This is an optimization exercise on Yosys and OpenROAD, whose aim is small area, not a production implementation. The RTL was checked by simulation tests, not by an equivalence proof against the original design. Power figures rest on the tool's default switching activity, not on a simulated workload.

==> flow/design.v (outline; a module is shown in full before it is edited, if it fits) <==
// module tsld_raster: 331 lines
// module tsld_font_rom: 1238 lines
module tsld_raster #(
    parameter W          = 32,
    parameter H          = 16,
    parameter FONT_COUNT = 95
) (
    input             clk,
    input             rst,
    input             cmd_valid,
    output            cmd_ready,
    input      [31:0] cmd_w0,
    input      [31:0] cmd_w1,
    input      [31:0] cmd_w2,
    input      [31:0] cmd_w3,
    output            pix_we,
    output      [4:0] pix_x,
    output      [3:0] pix_y,
    output     [23:0] pix_color,
    output            busy,
    output            halted,
    output      [3:0] fault_cause,
    output      [7:0] fault_op
);
  // ...
==> flow/flow/run.sh <==
#!/bin/bash
# The standard layout (the standard.sh, unchanged synthesis), with the port buffers that
# buffer_ports inserts on every input and output made sky130_fd_sc_hd__buf_1.
set -euo pipefail
bash standard.sh "BUFFER_PORTS_ARGS=-buffer_cell sky130_fd_sc_hd__buf_1" finish > standard_flow.log 2>&1
==> flow/standard.sh <==
#!/bin/bash
# synth_recipe.tcl (not shown) runs the flow's synth.tcl, then flattens the netlist and writes it again
# the make line also repeats each setting of config.mk as NAME=value (left out here)
make -C /OpenROAD-flow-scripts/flow DESIGN_CONFIG=/design/flow/config.mk WORK_HOME=/design/flow/orfs CLKGATE_MAP_FILE= SYNTH_SCRIPT=/design/flow/synth_recipe.tcl "${@:-finish}"
==> flow/config.mk <==
export PLATFORM = sky130hd
export DESIGN_NAME = tsld_raster
export DESIGN_NICKNAME = tsld_raster
export VERILOG_FILES = /design/flow/design.v
export SDC_FILE = /design/flow/constraint.sdc
export NUM_CORES = 4
export LEC_CHECK = 0
export ABC_AREA = 1
export ABC_CLOCK_PERIOD_IN_PS = 12000
export CAP_MARGIN = 20
export CORE_MARGIN = 2
export CORE_UTILIZATION = 40
export PLACE_DENSITY = 0.5
export SETUP_SLACK_MARGIN = 0.3
export SLEW_MARGIN = 20
==> flow/constraint.sdc <==
create_clock -name core_clock -period 16.0 [get_ports {clk}]
set_input_delay 3.2000 -clock core_clock [delete_from_list [all_inputs] [get_ports {clk}]]
set_output_delay 3.2000 -clock core_clock [all_outputs]
set_load 0.01 [all_outputs]
==> results_dict.tcl, run 1 <==
set metrics [dict create \
    inv_count 231 \
    fin_skew_ps 18.5 \
    grtUsageMet1_pct 56.9 \
    yosysWarnings 1 \
    ys_seq_area_share_pct 32.8 \
    outcome "no timing/DRC/antenna violations" \
    multi_input_cells 1685 \
    vdd_drop_max_v 0.000106 \
    synth_compound_area_share_pct 19.8 \
    reg2reg_depth 32 \
    path_clk_slew_ps 80 \
    area_growth_pct 10.8 \
    power.share.clock_pct 23.0 \
    dr.pass1.iters 6 \
    grt_use_total_pct 43.1 \
    p_sw_share_pct 48.7 \
    worst_hold_slack_ps 545 \
    min_to "state[0]" \
    fin_crit_ps 9300 \
    stdcell_area_um2 17400 \
    buffer_area_share_pct 5.36 \
    seq_area_um2 5160 \
    nonClockBufferCount 213 \
    cpMaxStageDelayCell "fa_1" \
    cp_top_family "simple AND/OR/NAND/NOR gates" \
    seq_power_uw 612 \
    grt-ovfl-total 0 \
    syn_avg_cell_area_um2 7.14 \
    synth_most_common_cell "nand2_1" \
    core_um2 38700 \
    end_kind "output port" \
    postCtsResizedCells 0 \
    min_from "state[0]" \
]
==> inputs of run 2 (changes only) <==
--- a/flow/config.mk
+++ b/flow/config.mk
@@ -10,6 +10,9 @@
 export CAP_MARGIN = 20
 export CORE_MARGIN = 2
 export CORE_UTILIZATION = 40
+export CTS_BUF_LIST = sky130_fd_sc_hd__clkbuf_8
+export CTS_CLUSTER_DIAMETER = 25
+export CTS_CLUSTER_SIZE = 10
 export PLACE_DENSITY = 0.5
 export SETUP_SLACK_MARGIN = 0.3
 export SLEW_MARGIN = 20
==> run 2 against run 1 <==
Net effect: worst setup slack lost 29 ps; via count is 0.89% higher; die area unchanged; sequential share of layout area up 0.32 points; clock-buffer cell count is 2 lower; design area is 1.1% lower; worst hold slack better by 4.6 ps; synthesized cell count stayed put; total power down 5.7%; still clean; fmax shrank 0.31%; routed wire length decreased by 0.36%.
==> results_dict.tcl, run 2 <==
set metrics [dict create \
    synth_compound_area_share_pct 19.8 \
    num_rows 72 \
    end_kind "output port" \
    cts_tree "built" \
    nNetsFinal 2503 \
    stdcell_area_um2 17200 \
    die_w_um 202 \
    drv_slew 0 \
    power_frac_seq_pct 33.5 \
    worstMarginPinSlew_ps 1200 \
    path_buf_inv 7 \
    mostFrequentLayoutCell "nand2_1" \
    cp_max_fo 15 \
    worstHoldPathCells 2 \
    syn_inst 2203 \
    period_share_pct 58.3 \
    ant_nets 0 \
    combPwrFrac_pct 48.0 \
    cts-root-buf "clkbuf_8" \
    dpl-instance-area_um2 16800 \
    cts.htree.levels 4 \
    critical-path-max-stage-delay_ps 510 \
    first_global_vias 17754 \
    p_int_uw 902 \
    post_cts_buffers 0 \
    postCtsResizedCells 0 \
    cts_buffers 17 \
    min_from "state[0]" \
    drc 0 \
    core_um2 38700 \
    synth_area_um2 15700 \
    grt-ovfl-total 0 \
    ctsLongestPathBuffers 2 \
    layout-drive-gt1-share_pct 6.47 \
    grt_first_pass_wirelength_um 126000 \
    yosysWarnings 1 \
    clock_latency_ps 570 \
    dieArea_um2 40900 \
    cp-start-kind "register" \
    routabilityCongestion 1.13 \
    antenna_found_initial 3 \
    vias 19036 \
    p_leak_uw 0.00733 \
    rsz0062_at_grt "no" \
    setup_viol 0 \
    top_regs "col_f (24), col_o (24)" \
    fmax_mhz 107 \
    mostFrequentLayoutCells "nand2_1, inv_1, o21ai_0, nand3_1, buf_1" \
    min_to "state[0]" \
    grt_max_degree 50 \
    synthAdderAreaFrac_pct 4.17 \
    yosys.area.top_type "edfxtp_1" \
    crit_path_frequent_cell "nand2_1" \
    io_pins 180 \
    fin_crit_ps 9330 \
    synth_area_leaders "edfxtp_1, nand2_1, o21ai_0" \
    ys_seq_elements 174 \
    hold_buffers 0 \
    reg2reg_depth 32 \
    synth_common_cells "nand2_1, inv_1, o21ai_0, nand3_1, edfxtp_1" \
    initial_core_util_pct 40.6 \
    syn_avg_cell_area_um2 7.14 \
    slew_headroom_pct 19.6 \
    drv_cap 0 \
    area_growth_pct 9.59 \
    reg2reg_to "k[1]" \
    cpMaxStageDelayCell "fa_1" \
    muxShareOfSynthArea_pct 1.72 \
    yosys.area_share.simple_pct 29.1 \
    vdd_drop_max_v 0.0000816 \
    cp.required_ps 12800 \
    synth.top_cell.area_share_pct 32.1 \
    power.share.clock_pct 18.5 \
    p_sw_share_pct 50.7 \
    async_reset_ff_share_pct 0 \
    yosysUniqueCellTypes 62 \
    grt_use_total_pct 43.0 \
    synthXorXnorAreaFrac_pct 3.45 \
    synth_edf_count 168 \
    worst_hold_slack_ps 550 \
    routedWlPerCell_um 31.1 \
    final.setup.tns_ps 0 \
    outcome "no timing/DRC/antenna violations" \
    ys_seq_area_share_pct 32.8 \
    worstSetupPathType "reg2out" \
    synth_flop_cell "edfxtp_1" \
    cts.sinks 174 \
    port_buffers 177 \
    min_path_type "reg2reg" \
    die_h_um 202 \
    ff2ff_setup_slack_ps 7680 \
    total_power_uw 1830 \
    dr.pass1.iters 6 \
    viasPerCell 6.67 \
    cp.arrival_ps 6130 \
    dp_hpwl_um 67200 \
    fin_skew_ps 28.8 \
    power.density_nw_per_um2 106 \
    power.switching_uw 927 \
    path_clk_slew_ps 110 \
    cp_top_family "simple AND/OR/NAND/NOR gates" \
    routed_wl_um 88900 \
    synth_most_common_cell "nand2_1" \
    synth_top_family_by_area "simple AND/OR/NAND/NOR gates" \
    hold_viol 0 \
    drtIter0Drc 3362 \
    r2r-start "X[0]" \
]
-- run 2: cell count changes in the layout (fill, tap and decap cells not counted), sizes merged --
| cell | change |
|---|---|
| diode | +1 |
| clkbuf | -2 |
| inv | +2 |
-- run 2: layout make-up --
type	count	area (um2)
Antenna cell	2	5.00
Clock buffer	17	234
Clock inverter	15	174
Fill cell	4120	21500
Inverter	231	872
Multi-Input combinational cell	1685	9200
Sequential cell	174	5160
Tap cell	518	648
Timing Repair Buffer	213	935
-- run 2: worst max-delay path by stage --
stage                  end  slack, ps  start  depth (start not counted)
floorplan           pix_we       9020   Y[0]                         25
global placement    pix_we       7460   Y[0]                         21
detailed placement  pix_we       7630   Y[0]                         21
CTS                 pix_we       7010   Y[0]                         21
global route        pix_we       6580   Y[0]                         27
finish              pix_we       6670   Y[0]                         25
-- run 2: power groups by stage --
stage / registers (uW) / logic [uW] / clock network [uW]
after floorplan: 593 / 463 / 0
after global placement: 617 / 828 / 0
after detailed placement: 617 / 808 / 0
after CTS: 608 / 811 / 341
after global routing: 613 / 902 / 353
final: 612 / 878 / 338
-- run 2: metrics by stage --
step / worst slack [ps] / std cells / utilization (%)
floorplan: 9020 / 2204 / -
global placement: 7460 / 2821 / 43.4
detailed placement: 7630 / 2821 / 43.4
CTS: 7010 / 2853 / 44.5
global route: 6580 / 2853 / 44.5
finish: 6670 / 2855 / 44.5
-- run 2: logic make-up (layout without fill, tap and decap cells) --
family | count (synthesis) | after routing
fa+ha+maj | 50 | 50
compound gates | 510 | 510
other cells | 1 | 4
buf+inv | 345 | 476
xor+xnor | 62 | 62
flops | 174 | 174
mux | 24 | 24
simple gates | 1037 | 1037
-- run 2: layer usage --
layer | global-route usage [%] | share of wire [%]
met1 | 57.9 | 38
met2 | 60.5 | 40
met3 | 14.9 | 15
met4 | 22.2 | 6.1
met5 | 0 | 0.030
-- run 2: tightest hold or removal path, stage by stage, from the launching register on --
cell and delay [ps]:
dfxtp_1 370, nand2_1 80, a21oi_1 60
==> module tsld_raster, before the edit <==
module tsld_raster #(
    parameter W          = 32,
    parameter H          = 16,
    parameter FONT_COUNT = 95
) (
    input             clk,
    input             rst,
    input             cmd_valid,
    output            cmd_ready,
    input      [31:0] cmd_w0,
    input      [31:0] cmd_w1,
    input      [31:0] cmd_w2,
    input      [31:0] cmd_w3,
    output            pix_we,
    output      [4:0] pix_x,
    output      [3:0] pix_y,
    output     [23:0] pix_color,
    output            busy,
    output            halted,
    output      [3:0] fault_cause,
    output      [7:0] fault_op
);
    localparam S_IDLE = 6'd0;
    localparam S_HALT = 6'd1;
    localparam S_PXY  = 6'd2;    
    localparam S_PIX  = 6'd3;    
    localparam S_D0   = 6'd4;    
    localparam S_D1   = 6'd5;    
    localparam S_L2   = 6'd6;    
    localparam S_L3   = 6'd7;    
    localparam S_L4   = 6'd8;    
    localparam S_L5   = 6'd9;    
    localparam S_LA   = 6'd10;   
    localparam S_LB   = 6'd11;   
    localparam S_LC   = 6'd12;   
    localparam S_LD   = 6'd13;   
    localparam S_G0   = 6'd14;   
    localparam S_RF   = 6'd15;   
    localparam S_O1   = 6'd16;   
    localparam S_O2   = 6'd17;   
    localparam S_O3   = 6'd18;   
    localparam S_O4   = 6'd19;   
    localparam S_C0   = 6'd20;   
    localparam S_C1   = 6'd21;   
    localparam S_CK   = 6'd22;   
    localparam S_SX   = 6'd23;   
    localparam S_SY   = 6'd24;   
    localparam S_SW   = 6'd25;   
    localparam S_SI   = 6'd26;   
    localparam S_PX   = 6'd27;   
    localparam S_PY   = 6'd28;   
    localparam S_U1   = 6'd29;   
    localparam S_U2   = 6'd30;   
    localparam S_U3   = 6'd31;   
    localparam S_U4   = 6'd32;   
    localparam S_U5   = 6'd33;   
    localparam S_U6   = 6'd34;   
    localparam S_L2B  = 6'd35;   
    localparam S_L3B  = 6'd36;   
    localparam S_CK0  = 6'd37;   
    localparam S_U2B  = 6'd38;   
    localparam OP_NOP   = 8'h00;
    localparam OP_PIXEL = 8'h01;
    localparam OP_LINE  = 8'h02;
    localparam OP_RECT  = 8'h03;
    localparam OP_RECTF = 8'h04;
    localparam OP_CIRC  = 8'h05;
    localparam OP_CIRCF = 8'h06;
    localparam OP_FILL  = 8'h07;
    localparam OP_GLYPH = 8'h08;
    reg  [5:0] state;
    reg  [23:0] col_o, col_f;
    reg  signed [15:0] A, B;     
    reg  signed [15:0] C, D;
    reg  signed [16:0] E;        
    reg  signed [16:0] X, Y;     
    reg        is_cf;          
    reg        done_f;
    reg  [2:0] k;              
    wire       sx    = k[0];   
    wire       sy    = k[1];
    wire       steep = k[2];
    assign fault_op    = E[7:0];
    assign fault_cause = {2'b00, E[9:8]};
    wire  [7:0] op = cmd_w0[31:24];
    wire        op_legal = (op <= OP_GLYPH);
    reg         rsv_bad;
    always @(*) begin
        case (op)
            OP_NOP:   rsv_bad = (cmd_w0[23:0] != 24'd0);
            OP_RECTF: rsv_bad = (cmd_w3[31:24] != 8'd0);
            OP_CIRC:  rsv_bad = (cmd_w2[31:16] != 16'd0);
            OP_CIRCF: rsv_bad = (cmd_w2[31:16] != 16'd0) || (cmd_w3[31:24] != 8'd0);
            OP_GLYPH: rsv_bad = (cmd_w2[31:8] != 24'd0);
            default:  rsv_bad = 1'b0;
        endcase
    end
    wire gl_bad = (cmd_w2[7:0] < 8'd32) || (cmd_w2[7:0] > 8'd126);
    wire [1:0] f_cause = !op_legal ? 2'd1 : rsv_bad ? 2'd2 : 2'd3;
    wire       fault   = !op_legal || rsv_bad || (op == OP_GLYPH && gl_bad);
    assign halted    = (state == S_HALT);
    assign cmd_ready = (state == S_IDLE) || halted;
    assign busy      = !cmd_ready;
    wire x_at_c = (X == {C[15], C});
    wire y_at_d = (Y == {D[15], D});
    wire [2:0] g_cx = X[2:0] - A[2:0];
    wire [2:0] g_cy = Y[2:0] - B[2:0];
    wire g_bit;
    tsld_font_rom u_font (.ch(D[6:0]), .cx(g_cx), .cy(g_cy), .o(g_bit));
    wire is_gl = E[3];
    wire is_fl = E[0];
    wire is_rf = E[2] & !E[0];
    wire row_end = is_gl ? (g_cx == 3'd5) : is_fl ? (X[4:0] == 5'd31) : x_at_c;
    wire col_end = is_gl ? (g_cy == 3'd7) : is_fl ? (Y[3:0] == 4'd15) : y_at_d;
    reg  [2:0] psel;      
    reg  [2:0] qsel;      
    reg        qinv, cin;
    reg  signed [16:0] P, Q;
    wire zx = (state == S_L4) || (state == S_L5) || (state == S_LA) || (state == S_LC);
    always @(*) begin
        case (psel)
            3'd1: P = {A[15] & !zx, A};
            3'd2: P = {B[15] & !zx, B};
            3'd5: P = E;
            3'd6: P = X;
            3'd7: P = Y;
            default: P = 17'sd0;
        endcase
        case (qsel)
            3'd1: Q = {A[15] & !zx, A};
            3'd2: Q = {B[15] & !zx, B};
            3'd3: Q = {C[15], C};
            3'd4: Q = {D[15], D};
            default: Q = 17'sd0;
        endcase
    end
    wire signed [16:0] S = P + (Q ^ {17{qinv}}) + {16'd0, cin};
    wire               Sneg = S[16];
    wire maj_neg = steep ? sy : sx;
    wire min_neg = steep ? sx : sy;
    always @(*) begin
        psel = 3'd0; qsel = 3'd0; qinv = 1'b0; cin = 1'b0;
        case (state)
            S_D0: begin psel = 3'd1; qsel = 3'd3; qinv = 1'b1; cin = 1'b1; end    
            S_D1: begin psel = 3'd2; qsel = 3'd4; qinv = 1'b1; cin = 1'b1; end    
            S_L2: begin psel = 3'd1; qsel = 3'd3; qinv = 1'b1; cin = 1'b1; end    
            S_L2B: begin qsel = 3'd1; qinv = 1'b1; cin = 1'b1; end                
            S_L3: begin psel = 3'd2; qsel = 3'd4; qinv = 1'b1; cin = 1'b1; end    
            S_L3B: begin qsel = 3'd2; qinv = 1'b1; cin = 1'b1; end                
            S_L4: begin psel = 3'd1; qsel = 3'd2; qinv = 1'b1; cin = 1'b1; end    
            S_L5: begin psel = steep ? 3'd2 : 3'd1; qinv = maj_neg; end           
            S_LA: begin psel = 3'd5; qsel = steep ? 3'd1 : 3'd2; qinv = 1'b1; cin = 1'b1; end
            S_LB: begin psel = steep ? 3'd7 : 3'd6; qinv = maj_neg; cin = !maj_neg; end
            S_LC: begin psel = 3'd5; qsel = steep ? 3'd2 : 3'd1; end
            S_LD: begin psel = steep ? 3'd6 : 3'd7; qinv = min_neg; cin = !min_neg; end
            S_RF: begin
                if (row_end) begin psel = 3'd7; qinv = sy; cin = !sy; end
                else         begin psel = 3'd6; qinv = sx; cin = !sx; end
            end
            S_O1, S_O4: begin psel = 3'd6; qinv = sx; cin = !sx; end
            S_O2, S_O3: begin psel = 3'd7; qinv = sy; cin = !sy; end
            S_C0: begin qsel = 3'd4; qinv = 1'b1; cin = 1'b1; end                 
            S_C1: begin psel = 3'd5; cin = 1'b1; end                              
            S_CK0: begin qsel = 3'd4; end                                         
            S_CK: begin psel = 3'd6; qsel = 3'd3; qinv = 1'b1; cin = 1'b1; end    
            S_SX: begin psel = 3'd1; qsel = k[1] ? 3'd3 : 3'd4; qinv = 1'b1; cin = 1'b1; end
            S_SY: begin psel = 3'd2; qsel = k[1] ? 3'd4 : 3'd3; qinv = k[0]; cin = k[0]; end
            S_SW: begin psel = 3'd1; qsel = k[1] ? 3'd3 : 3'd4; end               
            S_SI: begin psel = 3'd6; cin = 1'b1; end                              
            S_PX: begin psel = 3'd1; qsel = k[0] ? 3'd3 : 3'd4;
                        qinv = k[2] ^ k[1]; cin = k[2] ^ k[1]; end
            S_PY: begin psel = 3'd2; qsel = k[0] ? 3'd4 : 3'd3;
                        qinv = k[2]; cin = k[2]; end
            S_U1: begin qsel = 3'd3; cin = 1'b1; end                              
            S_U2: begin qsel = 3'd4; end                                          
            S_U2B: begin psel = 3'd6; qinv = 1'b1; end                            
            S_U3: begin psel = 3'd5; qsel = 3'd3; cin = 1'b1; end                 
            S_U4: begin psel = 3'd5; qsel = 3'd3; cin = !done_f; end              
            S_U5, S_U6: begin psel = 3'd5; qsel = 3'd4; qinv = 1'b1; cin = 1'b1; end  
            default: ;
        endcase
    end
    reg plot_en;
    reg use_f;
    always @(*) begin
        plot_en = 1'b0;
        use_f   = 1'b0;
        case (state)
            S_PIX, S_LA, S_O1, S_O2, S_O3, S_O4, S_U1: plot_en = 1'b1;
            S_PX: plot_en = (k != 3'd0);
            S_RF: begin plot_en = is_gl ? g_bit : 1'b1; use_f = is_rf; end
            S_SW: begin plot_en = 1'b1; use_f = 1'b1; end
            default: ;
        endcase
    end
    wire in_bounds = (X[16:5] == 12'd0) && (Y[16:4] == 13'd0);
    assign pix_we    = plot_en && in_bounds;
    assign pix_x     = X[4:0];
    assign pix_y     = Y[3:0];
    assign pix_color = use_f ? col_f : col_o;
    always @(posedge clk) begin
        if (rst) begin
            state  <= S_IDLE;
        end else begin
            case (state)
                S_IDLE: if (cmd_valid) begin
                    col_o  <= cmd_w0[23:0];
                    col_f  <= cmd_w3[23:0];
                    A      <= (op == OP_FILL) ? 16'sd0 : cmd_w1[31:16];
                    B      <= (op == OP_FILL) ? 16'sd0 : cmd_w1[15:0];
                    C      <= cmd_w2[31:16];
                    D      <= cmd_w2[15:0];
                    E      <= {7'd0, f_cause, op};
                    is_cf  <= (op == OP_CIRCF);
                    k      <= 3'd0;
                    done_f <= 1'b0;
                    if (fault) begin
                        state  <= S_HALT;
                    end else begin
                        case (op)
                            OP_PIXEL: state <= S_PXY;
                            OP_LINE, OP_RECT, OP_RECTF: state <= S_D0;
                            OP_CIRC, OP_CIRCF: state <= S_C0;
                            OP_FILL, OP_GLYPH: state <= S_G0;
                            default: state <= S_IDLE;
                        endcase
                    end
                end
                S_HALT: ;
                S_PXY: begin X <= {A[15], A}; Y <= {B[15], B}; state <= S_PIX; end
                S_PIX: state <= S_IDLE;
                S_D0: begin
                    k[0] <= !Sneg;
                    X  <= {A[15], A};
                    Y  <= {B[15], B};
                    state <= S_D1;
                end
                S_D1: begin
                    k[1] <= !Sneg;
                    state <= E[2] ? S_RF : (E[0] ? S_O1 : S_L2);    
                end
                S_L2: begin A <= S[15:0]; state <= S_L2B; end
                S_L2B: begin if (!sx) A <= S[15:0]; state <= S_L3; end
                S_L3: begin B <= S[15:0]; state <= S_L3B; end
                S_L3B: begin if (!sy) B <= S[15:0]; state <= S_L4; end
                S_L4: begin k[2] <= Sneg; state <= S_L5; end
                S_L5: begin E <= S >>> 1; state <= S_LA; end
                S_LA: begin
                    if (x_at_c && y_at_d) begin
                        state <= S_IDLE;
                    end else begin
                        E <= S;
                        state <= S_LB;
                    end
                end
                S_LB: begin
                    if (steep) Y <= S[16:0]; else X <= S[16:0];
                    state <= E[16] ? S_LC : S_LA;
                end
                S_LC: begin E <= S; state <= S_LD; end
                S_LD: begin
                    if (steep) X <= S[16:0]; else Y <= S[16:0];
                    state <= S_LA;
                end
                S_G0: begin X <= {A[15], A}; Y <= {B[15], B}; state <= S_RF; end
                S_RF: begin
                    if (row_end) begin
                        X <= {A[15], A};
                        if (col_end) begin
                            Y <= {B[15], B};
                            state <= is_rf ? S_O1 : S_IDLE;
                        end else begin
                            Y <= S[16:0];
                        end
                    end else begin
                        X <= S[16:0];
                    end
                end
                S_O1: if (x_at_c) state <= S_O2; else X <= S[16:0];
                S_O2: if (y_at_d) begin X <= {A[15], A}; Y <= {B[15], B}; state <= S_O3; end else Y <= S[16:0];
                S_O3: if (y_at_d) state <= S_O4; else Y <= S[16:0];
                S_O4: if (x_at_c) state <= S_IDLE; else X <= S[16:0];
                S_C0: begin E <= S; state <= S_C1; end
                S_C1: begin E <= S; state <= S_CK0; end
                S_CK0: begin X <= S[16:0]; state <= S_CK; end
                S_CK: begin
                    k <= 3'd0;
                    if (Sneg) state <= S_IDLE;
                    else      state <= is_cf ? S_SX : S_PX;
                end
                S_SX: begin X <= S[16:0]; state <= S_SY; end
                S_SY: begin Y <= S[16:0]; state <= S_SW; end
                S_SW: begin
                    if (X == S[16:0]) begin
                        k <= k + 3'd1;
                        if (k[1:0] == 2'd3) begin
                            done_f <= 1'b1;
                            k      <= 3'd0;
                            state  <= S_PX;
                        end else if (k[1:0] == 2'd1 && done_f) begin
                            k      <= 3'd0;
                            state  <= S_PX;
                        end else begin
                            state  <= S_SX;
                        end
                    end else begin
                        state <= S_SI;
                    end
                end
                S_SI: begin X <= S[16:0]; state <= S_SW; end
                S_PX: begin X <= S[16:0]; state <= S_PY; end
                S_PY: begin
                    Y <= S[16:0];
                    k <= k + 3'd1;
                    state <= (k == 3'd7) ? S_U1 : S_PX;
                end
                S_U1: begin C <= S[15:0]; done_f <= 1'b1; state <= S_U2; end
                S_U2: begin
                    if (!E[16]) begin X <= S[16:0]; done_f <= 1'b0; end
                    state <= E[16] ? S_U3 : S_U2B;
                end
                S_U2B: begin D <= S[15:0]; state <= S_U5; end
                S_U3: begin E <= S; state <= S_U4; end
                S_U4: begin E <= S; state <= S_CK0; end
                S_U5: begin E <= S; state <= S_U6; end
                S_U6: begin E <= S; state <= S_U3; end
                default: state <= S_IDLE;
            endcase
        end
    end
endmodule
==> inputs of run 3 (changes only) <==
--- a/flow/design.v
+++ b/flow/design.v
@@ -134,7 +134,17 @@
             default: Q = 17'sd0;
         endcase
     end
-    wire signed [16:0] S = P + (Q ^ {17{qinv}}) + {16'd0, cin};
+    wire        [16:0] Qx = Q ^ {17{qinv}};
+    wire        [17:0] Sc;
+    wire signed [16:0] S;
+    assign Sc[0] = cin;
+    genvar gi;
+    generate
+        for (gi = 0; gi < 17; gi = gi + 1) begin : g_add
+            assign S[gi]    = P[gi] ^ Qx[gi] ^ Sc[gi];
+            assign Sc[gi+1] = (P[gi] & Qx[gi]) | (Sc[gi] & (P[gi] ^ Qx[gi]));
+        end
+    endgenerate
     wire               Sneg = S[16];
     wire maj_neg = steep ? sy : sx;
     wire min_neg = steep ? sx : sy;
==> run 3 against run 2 <==
Net effect: clock power increased by 4%; largest power group unchanged; first-iteration DRC count increased by 2.7%; sequential power decreased by 2%; critical path type is now reg2reg; combinational power decreased by 17%.
==> results_dict.tcl, run 3 <==
set metrics [dict create \
    outcome "no timing/DRC/antenna violations" \
    synth_flop_cell "edfxtp_1" \
    top_regs "col_f (24), col_o (24)" \
    initial_core_util_pct 40.3 \
    critical-path-max-stage-delay_ps 610 \
    setup_viol 0 \
    synth_edf_count 168 \
    diodes 0 \
    die_h_um 201 \
    first_global_vias 17162 \
    cts_tree "built" \
    vdd_drop_max_v 0.0000791 \
    stdcell_count 2784 \
    mostFrequentLayoutCells "nand2_1, o21ai_0, inv_1, nand3_1, buf_1" \
    cp-start-kind "register" \
    drv_cap 0 \
    ant_nets 0 \
    area_growth_pct 9.39 \
    mostFrequentLayoutCell "nand2_1" \
    num_rows 72 \
    routed_wl_um 85400 \
    syn_avg_cell_area_um2 7.22 \
    yosysUniqueCellTypes 69 \
    cts.htree.levels 4 \
    antenna_found_initial 1 \
    p_leak_uw 0.00725 \
    dieArea_um2 40300 \
    synth_common_cells "nand2_1, o21ai_0, inv_1, nand3_1, nor2_1" \
    fmax_mhz 86.7 \
    synth_area_um2 15500 \
    dp_cells 2752 \
    drtIter0Drc 3454 \
    hold_buffers 0 \
    yosys.area.top_type "edfxtp_1" \
    fin_crit_ps 11540 \
    synth.top_cell.area_share_pct 32.6 \
    cp_max_fo 16 \
    crit_path_frequent_cell "fa_1" \
    postCtsResizedCells 0 \
    yosysWarnings 1 \
    dr.pass1.iters 9 \
    routabilityCongestion 1.10 \
    die_w_um 201 \
    period_share_pct 72.1 \
    core_um2 38400 \
    drv_slew 0 \
    synth_most_common_cell "nand2_1" \
    synth_area_leaders "edfxtp_1, nand2_1, o21ai_0" \
    fin_skew_ps 25.9 \
    nNetsFinal 2433 \
    worstSetupPathType "reg2reg" \
    drc 0 \
    min_path_type "reg2reg" \
    end_kind "register" \
    routedWlPerCell_um 30.7 \
    cts.sinks 174 \
    slew_headroom_pct 29.1 \
    grt_max_degree 50 \
    cpMaxStageDelayCell "nor2_2" \
    io_pins 180 \
    setup_slack_ps 4460 \
    port_buffers 177 \
    ys_seq_area_share_pct 33.4 \
    final.setup.tns_ps 0 \
    rsz0062_at_grt "no" \
    grt_use_total_pct 41.6 \
    vias 18324 \
    async_reset_ff_share_pct 0 \
    ys_seq_elements 174 \
    cp.required_ps 16290 \
    hold_viol 0 \
    ctsLongestPathBuffers 2 \
    post_cts_buffers 0 \
    grt-ovfl-total 0 \
    dp_hpwl_um 65400 \
    viasPerCell 6.58 \
    path_clk_slew_ps 100 \
    worstMarginPinSlew_ps 1060 \
    cp.arrival_ps 11830 \
    layout-drive-gt1-share_pct 6.71 \
    preCtsSetupSlack_ps 4960 \
    cts_buffers 17 \
    syn_inst 2144 \
    cts-root-buf "clkbuf_8" \
    power.density_nw_per_um2 99.3 \
    grt_first_pass_wirelength_um 121000 \
    clock_latency_ps 590 \
]
-- run 3: cell count changes after synthesis, moves of 10 or more --
cell       previous run  this run
a21oi_1             111        96
nand3_1             183       206
ha_1                 46        31
o21ai_0             206       225
inv_2                11        24
clkbuf_1             78        68
o2111ai_1            19         9
nor3_1               34        23
fa_1                  4        18
a221oi_1             18         5
nand4_1              45        33
nand2_1             537       463
-- run 3: path summary, 6_finish.rpt --
check / cells after the start / to / from / slack [ps]
max: 35 / k[2] / state[4] / 4460
min: 2 / state[1] / state[1] / 520
max reg2reg: 35 / k[2] / state[4] / 4460
min reg2reg: 2 / state[1] / state[1] / 520
-- run 3: area by class of cell --
type                            instances  area (um2)
Sequential cell                       174        5160
Clock inverter                         15         214
Timing Repair Buffer                  200         837
Inverter                              249         935
Multi-Input combinational cell       1611        8900
Clock buffer                           17         234
Tap cell                              518         648
Fill cell                            4068       21400
-- run 3: through the flow --
stage	instance area [um2]	hold WS, ps	util, %	total power [uW]
finish	16900	517	44.1	1680
global route	16900	545	44.1	1720
CTS	16900	517	44.1	1630
detailed placement	16500	501	42.9	1280
global placement	16500	502	42.9	1300
floorplan	15500	484	-	973
-- run 3: layer usage --
layer	vias to the layer above	GRT usage, %	share of wire (%)
li1	7694	-	-
met1	8705	56.3	39
met2	1660	57.0	40
met3	263	17.7	17
met4	2	19.4	5.1
met5	-	0	0.042
-- run 3: worst max-delay path: cells and delay by family, from the launching register on --
family,cells,cell delay (ps)
fa+ha+maj,16,6530
compound gates,3,690
buf+inv,3,600
flops,1,380
simple gates,13,3020
-- run 3: power by group --
group          internal (uW)  switching [uW]  leakage (uW)
Combinational            169             563       0.00541
Clock                    137             213      0.000218
Sequential               556            43.4       0.00161
-- run 3: kinds of logic after synthesis --
family	after synthesis	share of synthesized area, %
AND/OR/NAND/NOR	982	28.3
flip-flops	174	33.4
buffers and inverters	360	9.43
multiplexers	26	1.88
adder cells (fa/ha/maj)	49	4.83
other	1	0.0242
XOR/XNOR	48	2.72
AO/OA/AOI/OAI	504	19.5
==> inputs of run 4 (changes only) <==
--- a/flow/config.mk
+++ b/flow/config.mk
@@ -10,9 +10,6 @@
 export CAP_MARGIN = 20
 export CORE_MARGIN = 2
 export CORE_UTILIZATION = 40
-export CTS_BUF_LIST = sky130_fd_sc_hd__clkbuf_8
-export CTS_CLUSTER_DIAMETER = 25
-export CTS_CLUSTER_SIZE = 10
 export PLACE_DENSITY = 0.5
 export SETUP_SLACK_MARGIN = 0.3
 export SLEW_MARGIN = 20
==> run 4 against run 3 <==
Net effect: worst setup slack gained 100 ps; area after synthesis is the same; critical endpoint unchanged; final cell count is the same; highest routed layer unchanged; clock power grew 29%; total power grew 6.1%; synthesized cell count is the same; critical path depth is the same; critical path type unchanged; core utilization grew 0.50 points; register-to-register slack gained 100 ps; sequential power is essentially flat.
==> results_dict.tcl, run 4 <==
set metrics [dict create \
    hold_viol 0 \
    area_growth_pct 10.6 \
    drv_slew 0 \
    grt_first_pass_wirelength_um 121000 \
    ys_seq_area_share_pct 33.4 \
    layout-drive-gt1-share_pct 6.71 \
    io_pins 180 \
    ctsLongestPathBuffers 2 \
    dr.pass1.iters 7 \
    hold_buffers 0 \
    cpMaxStageDelayCell "nor2_2" \
    syn_inst 2144 \
    end_kind "register" \
    fin_skew_ps 15.7 \
    fin_crit_ps 11440 \
    p_leak_uw 0.00733 \
    worstMarginPinSlew_ps 1040 \
    die_w_um 201 \
    yosysWarnings 1 \
    initial_core_util_pct 40.3 \
    cp.required_ps 16210 \
    synth_common_cells "nand2_1, o21ai_0, inv_1, nand3_1, nor2_1" \
    antenna_found_initial 2 \
    mostFrequentLayoutCells "nand2_1, o21ai_0, inv_1, nand3_1, buf_1" \
    cts_tree "built" \
    cp_max_fo 16 \
    synth_most_common_cell "nand2_1" \
    core_um2 38400 \
    fmax_mhz 87.4 \
    setup_slack_ps 4560 \
    ant_nets 0 \
    drv_cap 0 \
    yosys.area.top_type "edfxtp_1" \
    crit_path_frequent_cell "fa_1" \
    preCtsSetupSlack_ps 4960 \
    die_h_um 201 \
    postCtsResizedCells 0 \
    syn_avg_cell_area_um2 7.22 \
    clock_latency_ps 510 \
    synth_flop_cell "edfxtp_1" \
    dp_hpwl_um 65400 \
    worstSetupPathType "reg2reg" \
    viasPerCell 6.62 \
    diodes 0 \
    nNetsFinal 2433 \
    synth_area_leaders "edfxtp_1, nand2_1, o21ai_0" \
    dieArea_um2 40300 \
    vdd_drop_max_v 0.0000993 \
    grt-ovfl-total 0 \
    port_buffers 177 \
    routed_wl_um 85700 \
    cts-root-buf "clkbuf_16" \
    cts_buffers 17 \
    synth_edf_count 168 \
    path_buf_inv 3 \
    mostFrequentLayoutCell "nand2_1" \
    routedWlPerCell_um 30.8 \
    cp.arrival_ps 11650 \
    path_clk_slew_ps 70 \
    power.density_nw_per_um2 104 \
    async_reset_ff_share_pct 0 \
    ys_seq_elements 174 \
    grt_max_degree 50 \
    grt_use_total_pct 41.6 \
    post_cts_buffers 0 \
    cts.htree.levels 4 \
    cp_top_family "adder cells" \
    cp-start-kind "register" \
    setup_viol 0 \
    period_share_pct 71.5 \
    first_global_vias 17243 \
    rsz0062_at_grt "no" \
    vias 18438 \
    synth_area_um2 15500 \
    min_path_type "reg2reg" \
    num_rows 72 \
    top_regs "col_f (24), col_o (24)" \
    synth.top_cell.area_share_pct 32.6 \
    drtIter0Drc 3547 \
    cts.sinks 174 \
    drc 0 \
    routabilityCongestion 1.10 \
    outcome "no timing/DRC/antenna violations" \
    final.setup.tns_ps 0 \
    yosysUniqueCellTypes 69 \
    critical-path-max-stage-delay_ps 620 \
    slew_headroom_pct 30.1 \
]
==> run 4: cell types whose count changed in the layout (fill, tap and decap cells not counted) <==
cell       before  now
clkbuf_16       0   17
clkbuf_8       17    0
==> run 4: per-layer routing <==
metal / wire, um / up-vias / global-route usage (%) / share of wire (%)
met3: 13500 / 284 / 17.7 / 16
met2: 33900 / 1624 / 56.6 / 40
li1: - / 7698 / - / -
met1: 33700 / 8828 / 56.3 / 39
met5: 51 / - / 0 / 0.060
met4: 4530 / 4 / 20.2 / 5.3
==> run 4: where the power goes <==
| part | internal, uW | switching [uW] | total [uW] |
|---|---|---|---|
| clock network | 228 | 225 | 453 |
| registers | 556 | 43.6 | 600 |
| logic | 169 | 562 | 731 |
| total | 954 | 830 | 1780 |
==> run 4: cell families (layout without fill, tap and decap cells) <==
kind of cell | after synthesis | in the layout | share of synthesized area (%)
AND/OR/NAND/NOR | 982 | 982 | 28.3
buffers and inverters | 360 | 481 | 9.43
AO/OA/AOI/OAI | 504 | 504 | 19.5
other | 1 | 2 | 0.0242
adder cells (fa/ha/maj) | 49 | 49 | 4.83
multiplexers | 26 | 26 | 1.88
XOR/XNOR | 48 | 48 | 2.72
flip-flops | 174 | 174 | 33.4
==> run 4: stage by stage <==
stage,hold slack (ps),util (%),area (um2),power [uW],std cells
global placement,502,42.9,16500,1300,2752
finish,515,44.6,17100,1780,2784
global route,540,44.6,17100,1820,2784
floorplan,484,-,15500,973,2145
detailed placement,501,42.9,16500,1280,2752
CTS,512,44.6,17100,1730,2784
==> run 4: tightest hold or removal path, stage by stage, from the launching register on <==
cell and delay (ps):
dfxtp_1 340, nand2_1 70, a21oi_1 50
==> run 4: area by class of cell <==
| type | instances | area [um2] |
|---|---|---|
| Sequential cell | 174 | 5160 |
| Inverter | 249 | 935 |
| Multi-Input combinational cell | 1611 | 8900 |
| Fill cell | 4043 | 21300 |
| Tap cell | 518 | 648 |
| Clock buffer | 17 | 425 |
| Clock inverter | 15 | 214 |
| Timing Repair Buffer | 200 | 837 |
==> run 4: final timing paths <==
kind / from / endpoint / slack (ps) / depth (start not counted)
max: state[4] / k[2] / 4560 / 35
max reg2reg: state[4] / k[2] / 4560 / 35
min reg2reg: state[1] / state[1] / 520 / 2
min: state[1] / state[1] / 520 / 2

## port drivers added, routing unchanged
No port has a modelled driver above. Below, the same layouts with a new extraction and two added sets of constraints. Step 1 (the two cells are an assumption about what drives the block):
set clk [get_ports {clk}]
set_driving_cell -lib_cell sky130_fd_sc_hd__clkbuf_16 $clk
set_driving_cell -lib_cell sky130_fd_sc_hd__buf_2 [delete_from_list [all_inputs] $clk]
Step 2, shift: input delay + t, output delay - t, t = (earliest + latest rising clock arrival at the registers) / 2. This alone moves slack from input paths to output paths. Slacks: no drivers / after step 1 / after step 2; pairs: no drivers / after step 1.
run	shift t [ns]	setup slack, ns	worst hold slack (ns)	worst register clock-pin slew, ns
run 1	0.555	6.703 / 6.644 / 7.199	0.545 / 0.545 / 0.545	0.08 / 0.08
run 2	0.609	6.674 / 6.618 / 7.227	0.550 / 0.550 / 0.550	0.12 / 0.12
run 3	0.629	4.461 / 4.461 / 4.461	0.517 / 0.517 / 0.517	0.12 / 0.12
run 4	0.556	4.561 / 4.561 / 4.561	0.515 / 0.515 / 0.515	0.08 / 0.08
After both steps setup and hold are still met in every run listed.
